Context: an optimization exercise on an open-source flow, tuned for small area. The choices shown serve that exercise and are no tape-out recipe.
At most, simulation tests tie the RTL to the original design; equivalence was not proved.
No functional check of the RTL was part of run 2.
Power figures rest on the tool's default switching activity, not on a simulated workload.

==> flow/design.v <==
module uc1609_framer (
    input  wire        clk,
    input  wire        rst,           
    input  wire        req_valid,
    input  wire [31:0] req_word,
    output wire        req_ready,
    output wire        sts_valid,
    output wire [1:0]  sts_kind,      
    output wire [3:0]  sts_code,      
    output wire [3:0]  fault_code,
    output wire [31:0] fault_req,
    output wire        fm_re,
    output wire [16:0] fm_addr,
    input  wire [7:0]  fm_rdata,
    input  wire [16:0] fm_size,
    output reg         ev_valid,
    output reg  [2:0]  ev_type,
    output reg  [7:0]  ev_data,
    input  wire        ev_ready
);
    localparam [2:0] EV_TXN_BEGIN = 3'd0, EV_TXN_END = 3'd1,
                     EV_CS_ASSERT = 3'd2, EV_CS_DEASSERT = 3'd3,
                     EV_CD_COMMAND = 3'd4, EV_CD_DATA = 3'd5,
                     EV_BYTE = 3'd6, EV_RESET_PULSE = 3'd7;
    localparam [3:0] F_ILLEGAL_OP = 4'd1, F_RESERVED = 4'd2, F_VALUE_RANGE = 4'd3,
                     F_OVERLAP = 4'd4, F_ADDR_RANGE = 4'd5, F_NO_FONT = 4'd6,
                     F_FONT_OOB = 4'd7, F_GLYPH_WIDTH = 4'd8, F_CURSOR_OVF = 4'd9;
    localparam [7:0] OP_SENDCMD = 8'h01, OP_SETCUR = 8'h02, OP_CONTRAST = 8'h03,
                     OP_SCROLL = 8'h04, OP_ROTATE = 8'h05, OP_INVERT = 8'h06,
                     OP_ALLON = 8'h07, OP_DISPEN = 8'h08, OP_SYSRST = 8'h09,
                     OP_HWRST = 8'h0A, OP_INIT = 8'h0B, OP_PWRDN = 8'h0C,
                     OP_CLEAR = 8'h0D, OP_SETFONT = 8'h0E, OP_SETSCALE = 8'h0F,
                     OP_SETAA = 8'h10, OP_PUTC = 8'h11, OP_PUTCAT = 8'h12;
    localparam [4:0] S_IDLE = 5'd0,  S_ACC  = 5'd1,  S_STS  = 5'd2,  S_SF   = 5'd3,
                     S_H3   = 5'd4,  S_H5   = 5'd5,  S_MUL  = 5'd6,  S_ADV  = 5'd7,
                     S_PULSE= 5'd8,  S_TB   = 5'd9,  S_CSA  = 5'd10, S_SEL  = 5'd11,
                     S_F0   = 5'd12, S_F1   = 5'd13, S_F2   = 5'd14, S_CLRD = 5'd15,
                     S_G1Z  = 5'd16, S_G1E  = 5'd17, S_G2D  = 5'd18, S_CSD  = 5'd19,
                     S_TE   = 5'd20;
    reg [4:0]  state;
    reg [15:0] col_q;
    reg [2:0]  row_q;
    reg        scale2_q;
    reg        aa_q;
    reg        font_valid_q;
    reg [16:0] fb3_q;          
    reg [7:0]  fw_q;
    reg [7:0]  contrast_q;
    reg [1:0]  orient_q;       
    reg [3:0]  fault_q;
    reg [31:0] fault_req_q;
    reg [16:0] acc;
    reg [7:0]  cnt;
    reg [7:0]  prev;
    reg        rej;
    reg        f_clear, f_repos, f_glyph, half;
    assign fault_code = fault_q;
    assign fault_req  = fault_req_q;
    assign req_ready  = (state == S_ACC);
    assign sts_valid  = (state == S_STS);
    wire   fault_nz   = |fault_q;
    assign sts_kind   = !fault_nz ? 2'd0 : (rej ? 2'd2 : 2'd1);
    assign sts_code   = (fault_nz && !rej) ? fault_q : 4'd0;
    wire [7:0] op = req_word[31:24];
    wire [7:0] fa = req_word[23:16];
    wire [7:0] fb = req_word[15:8];
    wire [7:0] fc = req_word[7:0];
    wire is_putcat = (op == OP_PUTCAT);
    wire is_char   = (op == OP_PUTC) || is_putcat;
    wire [7:0] code = fa;
    wire cls_cr  = (code == 8'h0D);
    wire cls_lf  = (code == 8'h0A);
    wire cls_tab = (code == 8'h09);
    wire cls_bs  = (code == 8'h08);
    wire [15:0] ecol = is_putcat ? {8'h00, fb} : col_q;
    wire [2:0]  erow = is_putcat ? fc[2:0]     : row_q;
    wire [3:0]  nl_row   = {1'b0, erow} + (scale2_q ? 4'd2 : 4'd1);
    wire        nl_clear = nl_row[3];
    function lt192;
        input [15:0] v;
        lt192 = (v[15:8] == 8'd0) && !(v[7] && v[6]);
    endfunction
    wire is_cmd = (op == OP_SENDCMD) || (op == OP_CONTRAST) || (op == OP_SCROLL) ||
                  (op == OP_ROTATE) || (op == OP_INVERT) || (op == OP_ALLON) ||
                  (op == OP_DISPEN) || (op == OP_SYSRST) || (op == OP_INIT) ||
                  (op == OP_PWRDN);
    reg [31:0] mask;
    always @(*) begin
        case (op)
            OP_SENDCMD, OP_SETCUR, OP_SETFONT:             mask = 32'hFF0000FF;
            OP_CONTRAST, OP_SCROLL, OP_ROTATE, OP_INVERT,
            OP_ALLON, OP_DISPEN, OP_SETSCALE, OP_SETAA,
            OP_PUTC:                                       mask = 32'hFF00FFFF;
            OP_PUTCAT:                                     mask = 32'hFF000000;
            default:                                       mask = 32'hFFFFFFFF;
        endcase
    end
    reg [3:0] dec_fault;
    always @(*) begin
        dec_fault = 4'd0;
        if (op == 8'h00 || op > 8'h12)
            dec_fault = F_ILLEGAL_OP;
        else if ((req_word & mask) != {op, 24'h000000})
            dec_fault = F_RESERVED;
        else begin
            case (op)
                OP_SENDCMD:  if ((fa & fb) != 8'h00) dec_fault = F_OVERLAP;
                OP_SETCUR:   if (fa >= 8'd192 || fb >= 8'd8) dec_fault = F_ADDR_RANGE;
                OP_SCROLL:   if (fa >= 8'd64) dec_fault = F_VALUE_RANGE;
                OP_ROTATE:   if ((fa & 8'hF9) != 8'h00) dec_fault = F_VALUE_RANGE;
                OP_INVERT, OP_ALLON, OP_DISPEN, OP_SETAA:
                             if (fa > 8'd1) dec_fault = F_VALUE_RANGE;
                OP_PUTCAT:   if (fb >= 8'd192 || fc >= 8'd8) dec_fault = F_ADDR_RANGE;
                             else if (!font_valid_q) dec_fault = F_NO_FONT;
                OP_PUTC:     if (!font_valid_q) dec_fault = F_NO_FONT;
                default: ;
            endcase
        end
    end
    reg        ld_fb3, ld_ab, ld_ecol, ld_col;    
    reg        x_fw, x_3, x_4, sub, cin;
    wire       keep = !(ld_fb3 || ld_ab || ld_ecol || ld_col);
    wire [16:0] ain = ({17{keep}}   & acc) |
                      ({17{ld_fb3}} & fb3_q) |
                      ({17{ld_ab}}  & {1'b0, fa, fb}) |
                      ({17{ld_ecol}} & {1'b0, ecol}) |
                      ({17{ld_col}} & {1'b0, col_q});
    wire [7:0]  xv  = ({8{x_fw}} & fw_q) | (x_3 ? 8'd3 : 8'd0) | (x_4 ? 8'd4 : 8'd0);
    wire [16:0] bin = {{9{sub}}, xv ^ {8{sub}}};
    wire [16:0] sum = ain + bin + {16'd0, cin};
    wire        ge_size = (sum >= fm_size);
    reg         re;
    assign fm_re   = re;
    assign fm_addr = sum;
    reg [3:0] nlast;    
    always @(*) begin
        if (is_cmd)
            nlast = (op == OP_INIT) ? 4'd8 : (op == OP_CONTRAST) ? 4'd1 : 4'd0;
        else
            nlast = 4'd2;
    end
    reg [7:0] cmd_byte;
    always @(*) begin
        case (op)
            OP_SENDCMD:  cmd_byte = fa | fb;
            OP_CONTRAST: cmd_byte = (cnt[3:0] == 4'd0) ? 8'h81 : fa;
            OP_SCROLL:   cmd_byte = 8'h40 | fa;
            OP_ROTATE:   cmd_byte = 8'hC0 | fa;
            OP_INVERT:   cmd_byte = 8'hA6 | fa;
            OP_ALLON:    cmd_byte = 8'hA4 | fa;
            OP_DISPEN:   cmd_byte = 8'hAE | fa;
            OP_SYSRST:   cmd_byte = 8'hE2;
            OP_PWRDN:    cmd_byte = 8'hAE;
            default: begin  
                case (cnt[3:0])
                    4'd0: cmd_byte = 8'h27;
                    4'd1: cmd_byte = 8'h8A;
                    4'd2: cmd_byte = 8'hA1;
                    4'd3: cmd_byte = 8'hEB;
                    4'd4: cmd_byte = 8'h2F;
                    4'd5: cmd_byte = 8'h81;
                    4'd6: cmd_byte = contrast_q;
                    4'd7: cmd_byte = 8'hAF;
                    default: cmd_byte = {5'b11000, orient_q, 1'b0};
                endcase
            end
        endcase
    end
    wire [2:0] page = row_q + {2'b00, half};
    reg  [7:0] cur_byte;
    always @(*) begin
        case (cnt[1:0])
            2'd0:    cur_byte = {4'h0, col_q[3:0]};
            2'd1:    cur_byte = {4'h1, col_q[7:4]};
            default: cur_byte = {5'b10110, page};
        endcase
    end
    wire [3:0] gx = cnt[3:0];
    wire       g_left = (gx == 4'd0) || (gx[0] && gx != 4'd11);
    wire       g_aa   = aa_q && (gx != 4'd11);
    wire [7:0] gP = prev;
    wire [7:0] gQ = fm_rdata;
    wire [7:0] own = g_left ? gP : gQ;
    reg  [15:0] gcol;
    integer i;
    always @(*) begin
        for (i = 0; i < 8; i = i + 1) begin
            gcol[2*i]   = own[i];
            gcol[2*i+1] = own[i];
        end
        if (g_aa) begin
            for (i = 0; i < 6; i = i + 1) begin
                if (!gP[i] && gP[i+1] && gQ[i] && !gQ[i+1]) begin
                    if (g_left) gcol[2*i+1] = 1'b1; else gcol[2*i+2] = 1'b1;
                end
                if (gP[i] && !gP[i+1] && !gQ[i] && gQ[i+1]) begin
                    if (g_left) gcol[2*i+2] = 1'b1; else gcol[2*i+1] = 1'b1;
                end
            end
        end
    end
    wire [7:0] g2byte = half ? gcol[15:8] : gcol[7:0];
    wire g1_done = (cnt == fw_q);
    always @(*) begin
        ev_valid = 1'b1;
        ev_type  = EV_BYTE;
        ev_data  = 8'h00;
        case (state)
            S_PULSE: ev_type = EV_RESET_PULSE;
            S_TB:    ev_type = EV_TXN_BEGIN;
            S_CSA:   ev_type = EV_CS_ASSERT;
            S_CSD:   ev_type = EV_CS_DEASSERT;
            S_TE:    ev_type = EV_TXN_END;
            S_F0:    ev_type = EV_CD_COMMAND;
            S_F1:    ev_data = is_cmd ? cmd_byte : cur_byte;
            S_F2:    ev_type = EV_CD_DATA;
            S_CLRD, S_G1Z: ;
            S_G1E:   begin ev_data = fm_rdata; ev_valid = !g1_done; end
            S_G2D:   ev_data = g2byte;
            default: ev_valid = 1'b0;
        endcase
    end
    wire fire = ev_valid && ev_ready;
    wire g2_step = (gx == 4'd2) || (gx == 4'd4) || (gx == 4'd6) || (gx == 4'd8);
    wire g2_bot  = !half && (row_q != 3'd7);
    always @(*) begin
        ld_fb3 = 1'b0; ld_ab = 1'b0; ld_ecol = 1'b0; ld_col = 1'b0;
        x_fw = 1'b0; x_3 = 1'b0; x_4 = 1'b0; sub = 1'b0; cin = 1'b0;
        re = 1'b0;
        case (state)
            S_IDLE: begin
                if (op == OP_SETFONT) ld_ab = 1'b1;
                else if (cls_tab || cls_bs) ld_ecol = 1'b1;
                else ld_fb3 = 1'b1;
                re = 1'b1;
            end
            S_SF:  x_3 = 1'b1;
            S_H3:  begin sub = 1'b1; re = 1'b1; end
            S_H5:  ld_fb3 = 1'b1;
            S_MUL: x_fw = 1'b1;
            S_ADV: begin x_fw = 1'b1; sub = cls_bs; cin = !cls_bs; end
            S_TE:  ld_col = 1'b1;
            S_F2:  begin cin = 1'b1; re = 1'b1; end
            S_G1E: begin cin = fire; re = 1'b1; end
            S_G2D: begin
                re = (gx != 4'd11);
                if (gx == 4'd11) begin sub = 1'b1; x_4 = 1'b1; end
                else cin = fire && g2_step;
            end
            default: ;
        endcase
    end
    wire [2:0] adv_lim = {cls_tab && scale2_q, cls_tab, cls_tab || scale2_q};
    wire [16:0] adv_val = (cls_bs && sum[16]) ? 17'd0 : sum;
    always @(posedge clk) begin
        begin
            case (state)
                S_IDLE: begin
                    f_clear <= 1'b0;
                    f_repos <= 1'b0;
                    f_glyph <= 1'b0;
                    half    <= 1'b0;
                    rej     <= fault_nz;
                    acc     <= sum;
                    cnt     <= 8'd0;
                    if (req_valid) begin
                        if (fault_nz) begin
                            state <= S_ACC;
                        end else if (dec_fault != 4'd0) begin
                            fault_q     <= dec_fault;
                            fault_req_q <= req_word;
                            state       <= S_ACC;
                        end else begin
                            state <= S_ACC;
                            case (op)
                                OP_SENDCMD, OP_SCROLL, OP_INVERT, OP_ALLON,
                                OP_DISPEN, OP_SYSRST: state <= S_TB;
                                OP_CONTRAST: begin contrast_q <= fa; state <= S_TB; end
                                OP_ROTATE:   begin orient_q <= fa[2:1]; state <= S_TB; end
                                OP_HWRST, OP_INIT, OP_PWRDN: state <= S_PULSE;
                                OP_SETCUR: begin
                                    col_q   <= {8'h00, fa};
                                    row_q   <= fb[2:0];
                                    f_repos <= 1'b1;
                                    state   <= S_TB;
                                end
                                OP_CLEAR: begin
                                    col_q   <= 16'd0;
                                    row_q   <= 3'd0;
                                    f_clear <= 1'b1;
                                    state   <= S_TB;
                                end
                                OP_SETFONT: state <= S_SF;
                                OP_SETSCALE: begin
                                    if (fa == 8'd1) scale2_q <= 1'b0;
                                    if (fa == 8'd2) scale2_q <= 1'b1;
                                end
                                OP_SETAA: aa_q <= fa[0];
                                OP_PUTC, OP_PUTCAT: begin
                                    if (cls_cr) begin
                                        col_q <= 16'd0;
                                        row_q <= erow;
                                    end else if (cls_lf) begin
                                        if (nl_clear) begin
                                            col_q   <= 16'd0;
                                            row_q   <= 3'd0;
                                            f_clear <= 1'b1;
                                            f_repos <= 1'b1;
                                            state   <= S_TB;
                                        end else begin
                                            col_q <= ecol;
                                            row_q <= nl_row[2:0];
                                            if (lt192(ecol)) begin
                                                f_repos <= 1'b1;
                                                state   <= S_TB;
                                            end
                                        end
                                    end else if (cls_tab || cls_bs) begin
                                        state <= S_ADV;
                                    end else begin
                                        state <= S_H3;
                                    end
                                end
                                default: ;
                            endcase
                        end
                    end
                end
                S_SF: begin
                    if (ge_size) begin
                        fault_q     <= F_FONT_OOB;
                        fault_req_q <= req_word;
                    end else begin
                        fb3_q        <= sum;
                        fw_q         <= fm_rdata;
                        font_valid_q <= 1'b1;
                    end
                    state <= S_ACC;
                end
                S_H3: begin
                    acc <= sum;
                    if (code > fm_rdata) begin
                        col_q <= ecol;
                        row_q <= erow;
                        state <= S_ACC;
                    end else begin
                        state <= S_H5;
                    end
                end
                S_H5: begin
                    acc <= sum;
                    cnt <= fm_rdata;
                    if (code < fm_rdata) begin
                        col_q <= ecol;
                        row_q <= erow;
                        state <= S_ACC;
                    end else if (scale2_q && fw_q != 8'd5) begin
                        fault_q     <= F_GLYPH_WIDTH;
                        fault_req_q <= req_word;
                        state       <= S_ACC;
                    end else begin
                        state <= S_MUL;
                    end
                end
                S_MUL: begin
                    if (cnt == code) begin
                        if (fw_q != 8'd0 && ge_size) begin
                            fault_q     <= F_FONT_OOB;
                            fault_req_q <= req_word;
                            state       <= S_ACC;
                        end else begin
                            f_glyph <= 1'b1;
                            state   <= S_TB;
                            if (!lt192(ecol)) begin
                                col_q   <= 16'd0;
                                f_repos <= 1'b1;
                                if (nl_clear) begin
                                    f_clear <= 1'b1;
                                    row_q   <= 3'd0;
                                end else begin
                                    row_q   <= nl_row[2:0];
                                end
                            end else begin
                                col_q <= ecol;
                                row_q <= erow;
                            end
                        end
                    end else begin
                        acc <= sum;
                        cnt <= cnt + 8'd1;
                    end
                end
                S_ADV: begin
                    acc <= adv_val;
                    cnt <= cnt + 8'd1;
                    if (cnt[2:0] == adv_lim) begin
                        state <= S_ACC;
                        if (cls_tab) begin
                            if (sum[16]) begin
                                fault_q     <= F_CURSOR_OVF;
                                fault_req_q <= req_word;
                            end else begin
                                col_q <= sum[15:0];
                                row_q <= erow;
                                if (lt192(sum[15:0])) begin
                                    f_repos <= 1'b1;
                                    state   <= S_TB;
                                end
                            end
                        end else if (cls_bs) begin
                            col_q <= adv_val[15:0];
                            row_q <= erow;
                            if (lt192(adv_val[15:0])) begin
                                f_repos <= 1'b1;
                                state   <= S_TB;
                            end
                        end else begin
                            col_q <= sum[15:0];
                        end
                    end
                end
                S_PULSE: if (fire) state <= (op == OP_HWRST) ? S_ACC : S_TB;
                S_TB:    if (fire) state <= S_CSA;
                S_CSA: begin
                    cnt <= 8'd0;
                    if (fire) state <= is_cmd ? S_F0 : S_SEL;
                end
                S_SEL: begin
                    cnt <= 8'd0;
                    state <= (f_clear || f_repos || f_glyph) ? S_F0 : S_CSD;
                end
                S_F0: if (fire) state <= S_F1;
                S_F1: if (fire) state <= S_F2;
                S_F2: begin
                    if (fire) begin
                        if (cnt[3:0] != nlast) begin
                            cnt   <= cnt + 8'd1;
                            state <= S_F0;
                        end else begin
                            cnt <= 8'd0;
                            if (is_cmd) begin
                                state <= S_CSD;
                            end else if (f_clear) begin
                                state <= S_CLRD;
                            end else if (f_repos) begin
                                f_repos <= 1'b0;
                                state   <= S_SEL;
                            end else begin
                                acc   <= sum;
                                prev  <= 8'd0;
                                state <= scale2_q ? S_G2D : S_G1Z;
                            end
                        end
                    end
                end
                S_CLRD: begin
                    if (fire) begin
                        cnt <= cnt + 8'd1;
                        if (cnt == 8'd191) begin
                            cnt   <= 8'd0;
                            row_q <= row_q + 3'd1;
                            if (row_q == 3'd7) begin
                                f_clear <= 1'b0;
                                state   <= S_SEL;
                            end else begin
                                state   <= S_F0;
                            end
                        end
                    end
                end
                S_G1Z: if (fire) state <= S_G1E;
                S_G1E: begin
                    acc <= sum;
                    if (g1_done) begin
                        f_glyph <= 1'b0;
                        state   <= S_SEL;
                    end else if (fire) begin
                        cnt <= cnt + 8'd1;
                    end
                end
                S_G2D: begin
                    if (fire) begin
                        cnt <= cnt + 8'd1;
                        if (g2_step) begin
                            prev <= fm_rdata;
                            acc  <= sum;
                        end
                        if (gx == 4'd11) begin
                            cnt <= 8'd0;
                            if (g2_bot) begin
                                half  <= 1'b1;
                                acc   <= sum;
                                state <= S_F0;
                            end else begin
                                f_glyph <= 1'b0;
                                state   <= S_SEL;
                            end
                        end
                    end
                end
                S_CSD: if (fire) state <= S_TE;
                S_TE: begin
                    cnt <= 8'd0;
                    acc <= sum;
                    if (fire) state <= (is_char && !cls_lf && !cls_tab && !cls_bs) ? S_ADV : S_ACC;
                end
                S_ACC: state <= S_STS;
                S_STS: state <= S_IDLE;
                default: state <= S_IDLE;
            endcase
        end
        if (rst) begin
            state        <= S_IDLE;
            col_q        <= 16'd0;
            row_q        <= 3'd0;
            scale2_q     <= 1'b0;
            aa_q         <= 1'b0;
            font_valid_q <= 1'b0;
            contrast_q   <= 8'h49;
            orient_q     <= 2'd0;
            fault_q      <= 4'd0;
            fault_req_q  <= 32'd0;
        end
    end
endmodule
==> flow/run.sh <==
#!/bin/bash
# synth_recipe.tcl (not shown) runs the flow's synth.tcl, then flattens the netlist and writes it again
# the make line also repeats each setting of config.mk as NAME=value (left out here)
make -C /OpenROAD-flow-scripts/flow DESIGN_CONFIG=/design/flow/config.mk WORK_HOME=/design/flow/orfs CLKGATE_MAP_FILE= SYNTH_SCRIPT=/design/flow/synth_recipe.tcl finish
==> flow/config.mk <==
export PLATFORM = sky130hd
export DESIGN_NAME = uc1609_framer
export DESIGN_NICKNAME = uc1609_framer
export VERILOG_FILES = /design/flow/design.v
export SDC_FILE = /design/flow/constraint.sdc
export NUM_CORES = 4
export LEC_CHECK = 0
export CAP_MARGIN = 20
export CORE_MARGIN = 2
export CORE_UTILIZATION = 40
export SLEW_MARGIN = 20
==> flow/constraint.sdc <==
create_clock -name core_clock -period 12.0 [get_ports {clk}]
set_input_delay 2.4000 -clock core_clock [delete_from_list [all_inputs] [get_ports {clk}]]
set_output_delay 2.4000 -clock core_clock [all_outputs]
set_load 0.01 [all_outputs]
==> summary.md, run 1 <==
Detailed routing inserted a total of 12700 vias. Dividing the detail-routed wire length by the instance count gives 24.0 microns. Input and output buffers added on the ports amount to 134. The last weighted congestion value of the routability-driven placer is 0.984. The final setup TNS was 0 ps; the ratio of cells with drive above 1 in the final layout was 6.56%.

The average instance in the mapped netlist occupies 7.68 sq um. Synthesis produced a netlist whose cell count is 1504. The core region is 0.0285 sq mm.

For the final count of negative-setup-slack endpoints, the log shows 0. Clock tree synthesis inserted a total of 17 buffers. The synthesized netlist occupies a cell area of 0.0115 sq mm. The via count of the first global-routing pass came out at 11800. The tree is rooted in a sky130_fd_sc_hd__clkbuf_16.

After synthesis, the cell types taking the most area are sky130_fd_sc_hd__edfxtp_1 (16%), sky130_fd_sc_hd__dfxtp_1 (13%), sky130_fd_sc_hd__ha_1 (5.9%). Counting I/O delays and the setup requirement, the final critical path takes 10330 ps. In the synthesized netlist the dominant register cell turns out to be sky130_fd_sc_hd__dfxtp_1. Arrival time at the worst endpoint: 7930 ps. The number of synthesis warnings is 1, and the number of max-slew violations in the final report is 0. Global-route usage over all layers: 31.0%. The critical path contains buffers and inverters numbering 5 combined. The number of fill cells in the layout is 2926, and the maximum clock skew at final layout is 21.1 ps. Summed over all cells, the static leakage comes to 5.04 nW.

Max-slew headroom at the worst pin: 30.3%. The period utilization was 86.1%. Traced cell by cell, the critical path runs through clkdlybuf4s50_1 > ha_1 > inv_1 > nor3_2 > buf_4 > a21oi_1 > nor2_1 > a222oi_1 > nand2_1 > ha_1 > a21oi_1 > nand2_1 > o21ai_0 > a21o_1 > o211a_1 > nand3_1 > o211a_1 > inv_1 > clkdlybuf4s50_1. The highest fanout seen on the critical path came out at 16. Yosys mapped a number of flops with a built-in enable equal to 63.

The layout-stage area growth over the synthesis result was 19.6%. Synthesis inferred 136 register bits. Net switching is 46.0% of the power. The logs give 0 for the number of nets with antenna violations after routing and 4 for the number of H-tree levels. The overflow left after global routing was 0. Of the total power, registers draw 26.0%.

For the floorplan die area, the log shows 0.0302 sq mm. The biggest area contributor in the post-synthesis netlist is sky130_fd_sc_hd__edfxtp_1. The die span in y works out to 174 microns. The clock network burns 19.0% of the power. The type of the tightest min-delay check was reg2reg.

The top cell type by area accounts for 16.4% of the synthesized area. Summed over all layers, the routed wires come to 47600 microns. For the worst setup path, the data required time is 9600 ps. The run gives 477 ps as the hold slack.

For this design, the slowest cell found on the critical path is sky130_fd_sc_hd__clkdlybuf4s50_1. The net switching power was 1.31 mW; the number of gates given a new drive strength after cts was 0. The die is 174 microns wide. For the starting utilization of the core area, the log shows 40.4%. The worst setup path is launched from a primary input.

The worst-case clock buffer depth was 2. For this run, the post-layout net count is 1706. In this run the core area contains 62 standard-cell rows. Type of the worst setup path: in2out. The total of max-cap violations is 0. Cts-stage hold buffer count: 0.

For this run, asynchronously set or reset flops after synthesis account for 0%. Static timing analysis puts the maximum clock frequency at 0.0968 GHz. The number of antenna diodes in the final layout is 0. Among cell families on the critical path, the largest total delay comes from buffers and inverters. Counting instances in the post-synthesis netlist gives the leading cell types as sky130_fd_sc_hd__nand2_1 (165), sky130_fd_sc_hd__o21ai_0 (135), sky130_fd_sc_hd__a21oi_1 (134). 135 I/O pins were placed. At the later pin of the worst-skew pair, clock insertion delay measures 450 ps. The number of antenna violations at the first check in global routing is 0, and the first-pass GRT wire length is 72600 microns. The number of search-and-repair iterations in the first detailed-routing pass was 7. The run gives 43 as the pin count of the biggest net entering global routing. Detailed placement finished with a half-perimeter wire length of 34700 microns. Sequential elements use 29.0% of the synthesized area. TritonCTS built the clock tree. Dividing total power by cell area gives a power density of 206 mW/mm^2. The vias per cell was 6.38; the count of different cell masters after synthesis was 89.

The maximum resistive drop on vdd is 0.149 mV, and the hold violation count in the final report is 0. The flow ran to the end and the layout has no timing, DRC or antenna violations. After detailed routing, the number of remaining DRC violations is 0.

Once the clock tree was built, the setup fixing pass inserted 0 buffers. The register clock-pin slew on the reported worst setup and hold paths was 70 ps. Setup repair after global routing left no endpoint under its margin. Per report_power, the combinational group accounts for 55.0% of the total.

sky130_fd_sc_hd__nand2_1 is the most common cell in the netlist. For the pin with the worst max-slew slack, the measured transition is 1050 ps. For this run, the slowest stage of the critical path takes 580 ps. Synthesis produced a netlist with a net count of 1622. The clock net in this run drives a total of 136 sinks. The worst setup path is captured at an output pin. The detailed router's first-iteration violation count was 1748; the internal power was 1.53 mW.
cells in the final DEF, fill, tap and decap left out, types with 8 or more instances in the layout:
cell type	n
sky130_fd_sc_hd__a31oi_1	11
sky130_fd_sc_hd__o22ai_1	15
sky130_fd_sc_hd__a22o_1	8
sky130_fd_sc_hd__nand2b_1	24
sky130_fd_sc_hd__a221oi_1	15
sky130_fd_sc_hd__nor2b_1	30
sky130_fd_sc_hd__clkdlybuf4s50_1	133
sky130_fd_sc_hd__a211oi_1	16
sky130_fd_sc_hd__o21a_1	8
sky130_fd_sc_hd__a21oi_1	134
sky130_fd_sc_hd__ha_1	54
sky130_fd_sc_hd__o21ai_0	135
sky130_fd_sc_hd__edfxtp_1	63
sky130_fd_sc_hd__a2111oi_0	8
sky130_fd_sc_hd__nand3_1	65
sky130_fd_sc_hd__nand4_1	18
sky130_fd_sc_hd__dfxtp_1	73
sky130_fd_sc_hd__a22oi_1	16
sky130_fd_sc_hd__or3_1	15
sky130_fd_sc_hd__inv_1	67
sky130_fd_sc_hd__nor2_1	108
sky130_fd_sc_hd__xor2_1	34
sky130_fd_sc_hd__buf_4	36
sky130_fd_sc_hd__and3_1	12
sky130_fd_sc_hd__clkbuf_16	17
sky130_fd_sc_hd__a21o_1	10
sky130_fd_sc_hd__nor3_1	52
sky130_fd_sc_hd__xnor2_1	15
sky130_fd_sc_hd__mux2i_1	35
sky130_fd_sc_hd__o31ai_1	11
sky130_fd_sc_hd__o211ai_1	11
sky130_fd_sc_hd__nor4_1	23
sky130_fd_sc_hd__nand2_1	165
sky130_fd_sc_hd__a222oi_1	16
worst min-delay path: cells and delay by family, from the launching register on:
kind,cells,cell delay (ps)
compound gates,2,120
flops,1,310
stage by stage:
step	util, %	instance area, sq um	total power [mW]	setup WS [ps]	std cells
finish	48.4	13800	2.84	1670	1985
global route	48.4	13800	3.02	1190	1985
CTS	48.3	13800	2.82	1750	1984
detailed placement	46.3	13200	2.27	1410	1952
global placement	46.3	13200	2.27	1570	1952
floorplan	-	11500	1.68	2860	1504
worst paths after layout:
kind	from	to	slack (ps)	depth (start not counted)
setup / recovery	req_word[25]	fm_addr[15]	1670	19
hold / removal	fault_req_q[1]	fault_req_q[1]	480	2
setup reg to reg	cnt[2]	fault_q[1]	3680	23
hold reg to reg	fault_req_q[1]	fault_req_q[1]	480	2
cells by family (layout without fill, tap and decap cells):
kind of cell               after synthesis  count (layout)  share of synthesized area [%]
AOI/OAI and AO/OA                      487             487                           27.3
xor gates and xnor gates                49              49                           3.72
adders and majority gates               57              57                           6.37
buffers and inverters                  175             272                           6.09
DFF                                    136             136                           29.0
muxes                                   38              38                           3.43
and+or+nand+nor                        562             562                           24.1
power groups by stage:
stage / registers [mW] / clock network [mW] / logic, mW
after detailed placement: 0.746 / 0 / 1.53
after floorplan: 0.729 / 0 / 0.948
final: 0.738 / 0.541 / 1.56
after CTS: 0.737 / 0.544 / 1.54
after global routing: 0.753 / 0.564 / 1.70
after global placement: 0.746 / 0 / 1.52
layout make-up:
class | count | area, sq um | area share (%)
Clock buffer | 18 | 439 | 3.18
Clock inverter | 14 | 141 | 1.02
Inverter | 69 | 259 | 1.88
Multi-Input combinational cell | 1193 | 7520 | 54.5
Sequential cell | 136 | 3350 | 24.3
Tap cell | 384 | 480 | 3.48
Timing Repair Buffer | 171 | 1610 | 11.7
flip-flops by register name (all words and copies together), names as in the netlist, 5 cells and up:
name,count
prev,8
fault_req_q,32
acc,17
fb3_q,17
col_q,16
state,5
contrast_q,8
cnt,8
fw_q,8
per-layer routing:
layer | GRT usage (%) | wire length (microns) | vias up
li1 | - | - | 5791
met1 | 42.8 | 20200 | 6079
met2 | 47.5 | 21100 | 667
met3 | 5.29 | 4210 | 137
met4 | 13.7 | 2110 | 0
met5 | 0 | 0 | -
==> run 2: changes to the inputs <==
--- a/flow/design.v
+++ b/flow/design.v
@@ -76,3 +76,3 @@
     wire [2:0]  erow = is_putcat ? fc[2:0]     : row_q;
-    wire [3:0]  nl_row   = {1'b0, erow} + (scale2_q ? 4'd2 : 4'd1);
+    wire [3:0]  nl_row   = scale2_q ? {erow[2] & erow[1], erow[2] ^ erow[1], !erow[1], erow[0]} : inc3(erow);
     wire        nl_clear = nl_row[3];
@@ -82,2 +82,56 @@
     endfunction
+    function [16:0] add17;
+        input [16:0] a;
+        input [16:0] b;
+        input        c;
+        integer k;
+        reg cy;
+        begin
+            cy = c;
+            for (k = 0; k < 17; k = k + 1) begin
+                add17[k] = a[k] ^ b[k] ^ cy;
+                cy = (a[k] & b[k]) | (a[k] & cy) | (b[k] & cy);
+            end
+        end
+    endfunction
+    function ge17;
+        input [16:0] a;
+        input [16:0] b;
+        integer k;
+        reg br;
+        begin
+            br = 1'b0;
+            for (k = 0; k < 17; k = k + 1)
+                br = (!a[k] & b[k]) | (!a[k] & br) | (b[k] & br);
+            ge17 = !br;
+        end
+    endfunction
+    function gt8;
+        input [7:0] a;
+        input [7:0] b;
+        integer k;
+        reg g;
+        begin
+            g = 1'b0;
+            for (k = 0; k < 8; k = k + 1)
+                g = (a[k] & !b[k]) | (a[k] & g) | (!b[k] & g);
+            gt8 = g;
+        end
+    endfunction
+    function [3:0] inc3;    
+        input [2:0] a;
+        inc3 = {a[2] & a[1] & a[0], a[2] ^ (a[1] & a[0]), a[1] ^ a[0], !a[0]};
+    endfunction
+    function [7:0] inc8;
+        input [7:0] a;
+        integer k;
+        reg cy;
+        begin
+            cy = 1'b1;
+            for (k = 0; k < 8; k = k + 1) begin
+                inc8[k] = a[k] ^ cy;
+                cy = a[k] & cy;
+            end
+        end
+    endfunction
     wire is_cmd = (op == OP_SENDCMD) || (op == OP_CONTRAST) || (op == OP_SCROLL) ||
@@ -100,3 +154,3 @@
         dec_fault = 4'd0;
-        if (op == 8'h00 || op > 8'h12)
+        if (op == 8'h00 || (|op[7:5]) || (op[4] && (op[3] || op[2] || (op[1] && op[0]))))
             dec_fault = F_ILLEGAL_OP;
@@ -107,8 +161,8 @@
                 OP_SENDCMD:  if ((fa & fb) != 8'h00) dec_fault = F_OVERLAP;
-                OP_SETCUR:   if (fa >= 8'd192 || fb >= 8'd8) dec_fault = F_ADDR_RANGE;
-                OP_SCROLL:   if (fa >= 8'd64) dec_fault = F_VALUE_RANGE;
+                OP_SETCUR:   if ((fa[7] && fa[6]) || (|fb[7:3])) dec_fault = F_ADDR_RANGE;
+                OP_SCROLL:   if (|fa[7:6]) dec_fault = F_VALUE_RANGE;
                 OP_ROTATE:   if ((fa & 8'hF9) != 8'h00) dec_fault = F_VALUE_RANGE;
                 OP_INVERT, OP_ALLON, OP_DISPEN, OP_SETAA:
-                             if (fa > 8'd1) dec_fault = F_VALUE_RANGE;
-                OP_PUTCAT:   if (fb >= 8'd192 || fc >= 8'd8) dec_fault = F_ADDR_RANGE;
+                             if (|fa[7:1]) dec_fault = F_VALUE_RANGE;
+                OP_PUTCAT:   if ((fb[7] && fb[6]) || (|fc[7:3])) dec_fault = F_ADDR_RANGE;
                              else if (!font_valid_q) dec_fault = F_NO_FONT;
@@ -129,4 +183,4 @@
     wire [16:0] bin = {{9{sub}}, xv ^ {8{sub}}};
-    wire [16:0] sum = ain + bin + {16'd0, cin};
-    wire        ge_size = (sum >= fm_size);
+    wire [16:0] sum = add17(ain, bin, cin);
+    wire        ge_size = ge17(sum, fm_size);
     reg         re;
@@ -168,3 +222,4 @@
     end
-    wire [2:0] page = row_q + {2'b00, half};
+    wire [3:0] row_inc = inc3(row_q);
+    wire [2:0] page = half ? row_inc[2:0] : row_q;
     reg  [7:0] cur_byte;
@@ -341,3 +396,3 @@
                     acc <= sum;
-                    if (code > fm_rdata) begin
+                    if (gt8(code, fm_rdata)) begin
                         col_q <= ecol;
@@ -352,3 +407,3 @@
                     cnt <= fm_rdata;
-                    if (code < fm_rdata) begin
+                    if (gt8(fm_rdata, code)) begin
                         col_q <= ecol;
@@ -389,3 +444,3 @@
                         acc <= sum;
-                        cnt <= cnt + 8'd1;
+                        cnt <= inc8(cnt);
                     end
@@ -394,3 +449,3 @@
                     acc <= adv_val;
-                    cnt <= cnt + 8'd1;
+                    cnt <= inc8(cnt);
                     if (cnt[2:0] == adv_lim) begin
@@ -436,3 +491,3 @@
                         if (cnt[3:0] != nlast) begin
-                            cnt   <= cnt + 8'd1;
+                            cnt   <= inc8(cnt);
                             state <= S_F0;
@@ -457,6 +512,6 @@
                     if (fire) begin
-                        cnt <= cnt + 8'd1;
+                        cnt <= inc8(cnt);
                         if (cnt == 8'd191) begin
                             cnt   <= 8'd0;
-                            row_q <= row_q + 3'd1;
+                            row_q <= row_inc[2:0];
                             if (row_q == 3'd7) begin
@@ -477,3 +532,3 @@
                     end else if (fire) begin
-                        cnt <= cnt + 8'd1;
+                        cnt <= inc8(cnt);
                     end
@@ -482,3 +537,3 @@
                     if (fire) begin
-                        cnt <= cnt + 8'd1;
+                        cnt <= inc8(cnt);
                         if (g2_step) begin
==> run 2 against run 1 <==
- the layout now fails its checks (negative setup slack)
- synthesized area is 4.4% lower
- flip-flop and latch count stayed put
- routed wire length is 2.7% higher
- first-iteration DRC count is 14% lower
- non-clock buffer count is 84 higher
- sequential share of layout area is 0.33 points lower
- critical path type unchanged
==> summary.md, run 2 <==
Leaving out fill and tap cells, the most frequent cells in the layout are sky130_fd_sc_hd__nand2_1 (139), sky130_fd_sc_hd__a21oi_1 (139), sky130_fd_sc_hd__clkdlybuf4s50_1 (115). The run finished, with violations left. The number of design rule violations left after detail routing is 0 (unchanged). The beginning of the worst register-to-register path was cnt[0]. The highest fanout seen on the critical path was 4 (-12); the final worst slack was -608 ps (-2280 ps). The tools report the number of nets in the layout as 1641 (-3.8%).

The leakage power was 5.19 nW (+3.0%); the mean cell area of the mapped netlist was 7.99 sq um (+4.1%). The via count of the first global-routing pass is 11600 (-2.1%), and the net switching power is 1.69 mW (+29%). The run gives 0.0793 GHz (-18%) as the timing-limited maximum frequency. Clock tree synthesis selected as its root buffer the cell sky130_fd_sc_hd__clkbuf_16. The worst setup path is launched from a primary input. The net count after synthesis is 1474 (-9.1%).

The area share of the leading cell type in the synthesized netlist was 17.1% (+0.75 points); the number of fill cells in the layout was 2638 (-9.8%). In the final layout, the registers with the most flip-flops are fault_req_q (32), acc (17), fb3_q (17). The run gives 23.1% (-2.9 points) as the relative contribution of sequential cells to total power. The async set or reset register ratio after synthesis is 0% (unchanged), and the arrival time at the worst endpoint is 10210 ps (+2280 ps). For the last weighted congestion value of the routability-driven placer, the log shows 0.991 (+0.72%). The run gives 0 (unchanged) as the number of nets with antenna violations after routing. The type of the worst setup path is in2out.

For the number of synthesis warnings, the log shows 1 (unchanged). STA classifies the critical path endpoint as an output pin. The number of storage elements in the synthesis netlist was 136 (unchanged); the placed cell area was 0.0133 sq mm (+0.93%).

For the hold violation count in the final report, the log shows 0 (unchanged). For the starting utilization of the core area, the log shows 40.8% (+0.41 points). The logs give 1495 (-14%) for the detailed router's first-iteration violation count and 12.8 ps (-8.35 ps) for the maximum clock skew at final layout. The total buffers and inverters traversed by the critical path works out to 5 (unchanged).

The run gives 0.0140 sq mm (+1.4%) as the design area. The maximum single-stage delay on the critical path is 550 ps (-30 ps). The switching power share of the total is 46.2% (+0.27 points).

The worst-case clock buffer depth was 2 (unchanged). Standard cell with the maximum stage delay on the critical path: sky130_fd_sc_hd__or4_4. The tools report the total CTS buffers as 17 (unchanged). For the first-pass GRT wire length, the log shows 72200 microns (-0.59%). The logs give 0 (unchanged) for the total inserted antenna cells and 33.3% (+2.3 points) for the global-route usage over all layers.

The floorplan die area is 0.0289 sq mm (-4.3%). The number of antenna violations at the first check in global routing was 0 (unchanged). The internal power was 1.96 mW (+28%); the number of synthesized flops with an enable pin was 63 (unchanged). The ratio of cells with drive above 1 in the final layout works out to 15.0% (+8.4 points). Setup repair after global routing could not meet its margin everywhere. The synthesized netlist cell count was 1381 (-8.2%); the register clock-pin slew on the reported worst setup and hold paths was 70 ps (about the same). The number of primary I/O pins is 135 (unchanged).

For the final count of negative-setup-slack endpoints, the log shows 2 (+2). The power density over the cells is 261 mW/mm^2 (+27%). TritonCTS built the clock tree.

Among all flip-flop cells after synthesis, the most frequent one is sky130_fd_sc_hd__dfxtp_1. The netlist area before placement is 0.0110 sq mm (-4.4%). The portion of the post-synthesis area used by sequential elements is 30.4% (+1.3 points), and the pre-CTS setup slack is -1330 ps (-2740 ps). The vias per cell was 6.51 (+2.0%). The final HPWL from detailed placement came out at 36700 microns (+5.6%). The tools report the clock network fraction of total power as 15.0% (-4.0 points). The register with the most flip-flops in the final layout is fault_req_q. For the maximum resistive drop on vdd, the log shows 0.0961 mV (-36%).

The period utilization is 105% (+19 points), and the cts-stage hold buffer count is 0 (unchanged). The die width works out to 170 microns (-2.2%). The worst hold path belongs to the class reg2reg. The die span in y came out at 170 microns (-2.2%). The number of H-tree levels came out at 4 (unchanged).

The max-slew headroom at the worst pin is 35.1% (+4.8 points). The hold slack came out at 474 ps (-2.88 ps). In this run the worst setup path begins at req_word[23]. The flip-flop count of the largest register, all copies and words added works out to 32 (unchanged). The time the final worst path needs with I/O delays and setup was 12610 ps (+2280 ps). The layout checks failed on negative setup slack. The final core area utilization is 51.8% (+3.4 points). Yosys instantiated no cell more often than sky130_fd_sc_hd__a21oi_1. The number of search-and-repair iterations in the first detailed-routing pass came out at 5 (-2). For the overflow left after global routing, the log shows 0 (unchanged). By count the netlist is led by sky130_fd_sc_hd__a21oi_1 (141), sky130_fd_sc_hd__nand2_1 (139), sky130_fd_sc_hd__nor2_1 (109). The detail-routed net length per standard cell was 25.7 microns (+7.2%). The tools report the total placed cells including tap cells as 1868 (-4.3%). The floorplan core area came out at 0.0270 sq mm (-5.3%). The worst hold path begins at contrast_q[0].

The logs give 61.9% (+6.9 points) for the share of total power in combinational logic and 9600 ps (about the same) for the worst endpoint required time. The via count of the routed design was 12400 (-2.3%). The transition time of the tightest slew-check pin is 973 ps (-72.7 ps), and the count of different cell masters after synthesis is 94 (+5.6%).

The final routed wirelength across all metal layers came out at 48900 microns (+2.7%). Count of port buffers added during placement: 134 (unchanged). Yosys attributes the largest share of cell area to sky130_fd_sc_hd__edfxtp_1 (17%), sky130_fd_sc_hd__dfxtp_1 (13%), sky130_fd_sc_hd__a21oi_1 (6.4%). From synthesis to final layout, the design area changed by 26.8%. The run gives 59 (+37%) as the pin count of the biggest net entering global routing.

Biggest area consumer among synthesized cells: sky130_fd_sc_hd__edfxtp_1. The cell family contributing the most delay on the critical path is adder cells. The run gives 1902 (-4.2%) as the count of non-filler cells in the finished layout.

For the total of max-cap violations, the log shows 0 (unchanged). Counting stages on the worst path, the most repeated cell is sky130_fd_sc_hd__fa_2. For the clock latency on the worst-skew pair, the log shows 440 ps (about the same). The number of max-slew violations in the final report came out at 0 (unchanged). The run gives 136 (unchanged) as the clock sink total.

The run gives 60 (-3.2%) as the total number of placement rows.
[run 2: power by group through the flow]
stage	logic, mW	clock network [mW]	registers, mW
final	2.26	0.547	0.844
after global routing	2.43	0.567	0.858
after CTS	2.23	0.551	0.839
after detailed placement	2.22	0	0.845
after global placement	2.21	0	0.845
after floorplan	1.37	0	0.795
[run 2: final timing paths]
check,endpoint,slack (ps),depth (start not counted)
max,fm_addr[16],-610,28
min,contrast_q[0],470,2
max reg2reg,fw_q[6],1590,34
min reg2reg,contrast_q[0],470,2
[run 2: worst reg2reg max path, delay by kind of cell (launching register included)]
family | cells | cell delay, ps
buffers and inverters | 6 | 900
DFF | 1 | 540
and+or+nand+nor | 3 | 670
adders and majority gates | 18 | 6580
AOI/OAI and AO/OA | 7 | 1380
[run 2: metrics by stage]
step	TNS (ps)	power [mW]
5_1_grt	-1590	3.86
2_1_floorplan	-688	2.17
3_3_place_gp	-24420	3.05
4_1_cts	-940	3.62
3_5_place_dp	-33730	3.07
6_report	-921	3.66
[run 2: cell type report]
cell class | count | area, sq um | area share, %
multi-input cells | 1095 | 7160 | 51.2
well taps | 341 | 427 | 3.05
clock inverters | 13 | 124 | 0.885
clock buffers | 19 | 464 | 3.32
inverters | 43 | 161 | 1.15
repair buffers | 255 | 2300 | 16.5
flip-flops and latches | 136 | 3350 | 24.0
[run 2: cells by family (layout without fill, tap and decap cells)]
group | count (synthesis) | in the layout | share of synthesized area, %
xor+xnor | 33 | 33 | 2.69
fa+ha+maj | 42 | 42 | 5.66
compound gates | 500 | 500 | 30.9
mux | 24 | 24 | 2.22
buf+inv | 150 | 330 | 5.94
flops | 136 | 136 | 30.4
simple gates | 496 | 496 | 22.3
[run 2: repair_timing]
| item | in CTS | in global routing |
|---|---|---|
| cloned | 0 | 0 |
| pin swaps | 3 | 5 |
| buffers inserted | 2 | 0 |
| gates resized for setup | 51 | 13 |
| setup endpoints to repair | 33 | 64 |
[run 2: layer usage]
metal / part of all wire (%) / global-route usage, %
met1: 41 / 44.8
met2: 45 / 52.6
met3: 8.7 / 5.14
met4: 4.7 / 15.3
met5: 0 / 0

[separate check: timing with driven ports]
Ports are ideal in the flow. The routed layouts listed here were re-timed in OpenROAD.
Step 1 (the two cells are an assumption about what drives the block):
set clk [get_ports {clk}]
set_driving_cell -lib_cell sky130_fd_sc_hd__clkbuf_16 $clk
set_driving_cell -lib_cell sky130_fd_sc_hd__buf_2 [delete_from_list [all_inputs] $clk]
Step 2 also shifts input and output timing later by t, the mid clock arrival at the registers, as if the neighbouring blocks saw the same clock.
a / b / c = ideal ports / drivers / drivers and shift; a / b = the first two.
| run | t, ns | setup WS [ns] | hold WS [ns] | cell pins on the clock port's net |
|---|---|---|---|---|
| run 1 | 0.491 | 1.672 / 1.626 / 1.266 | 0.477 / 0.477 / 0.477 | 1 |
| run 2 | 0.479 | -0.608 / -0.629 / -0.629 | 0.474 / 0.474 / 0.474 | 1 |
For run 1, which loses most, drivers alone change the setup slack by -0.046 ns; drivers and shift together by -0.406 ns.
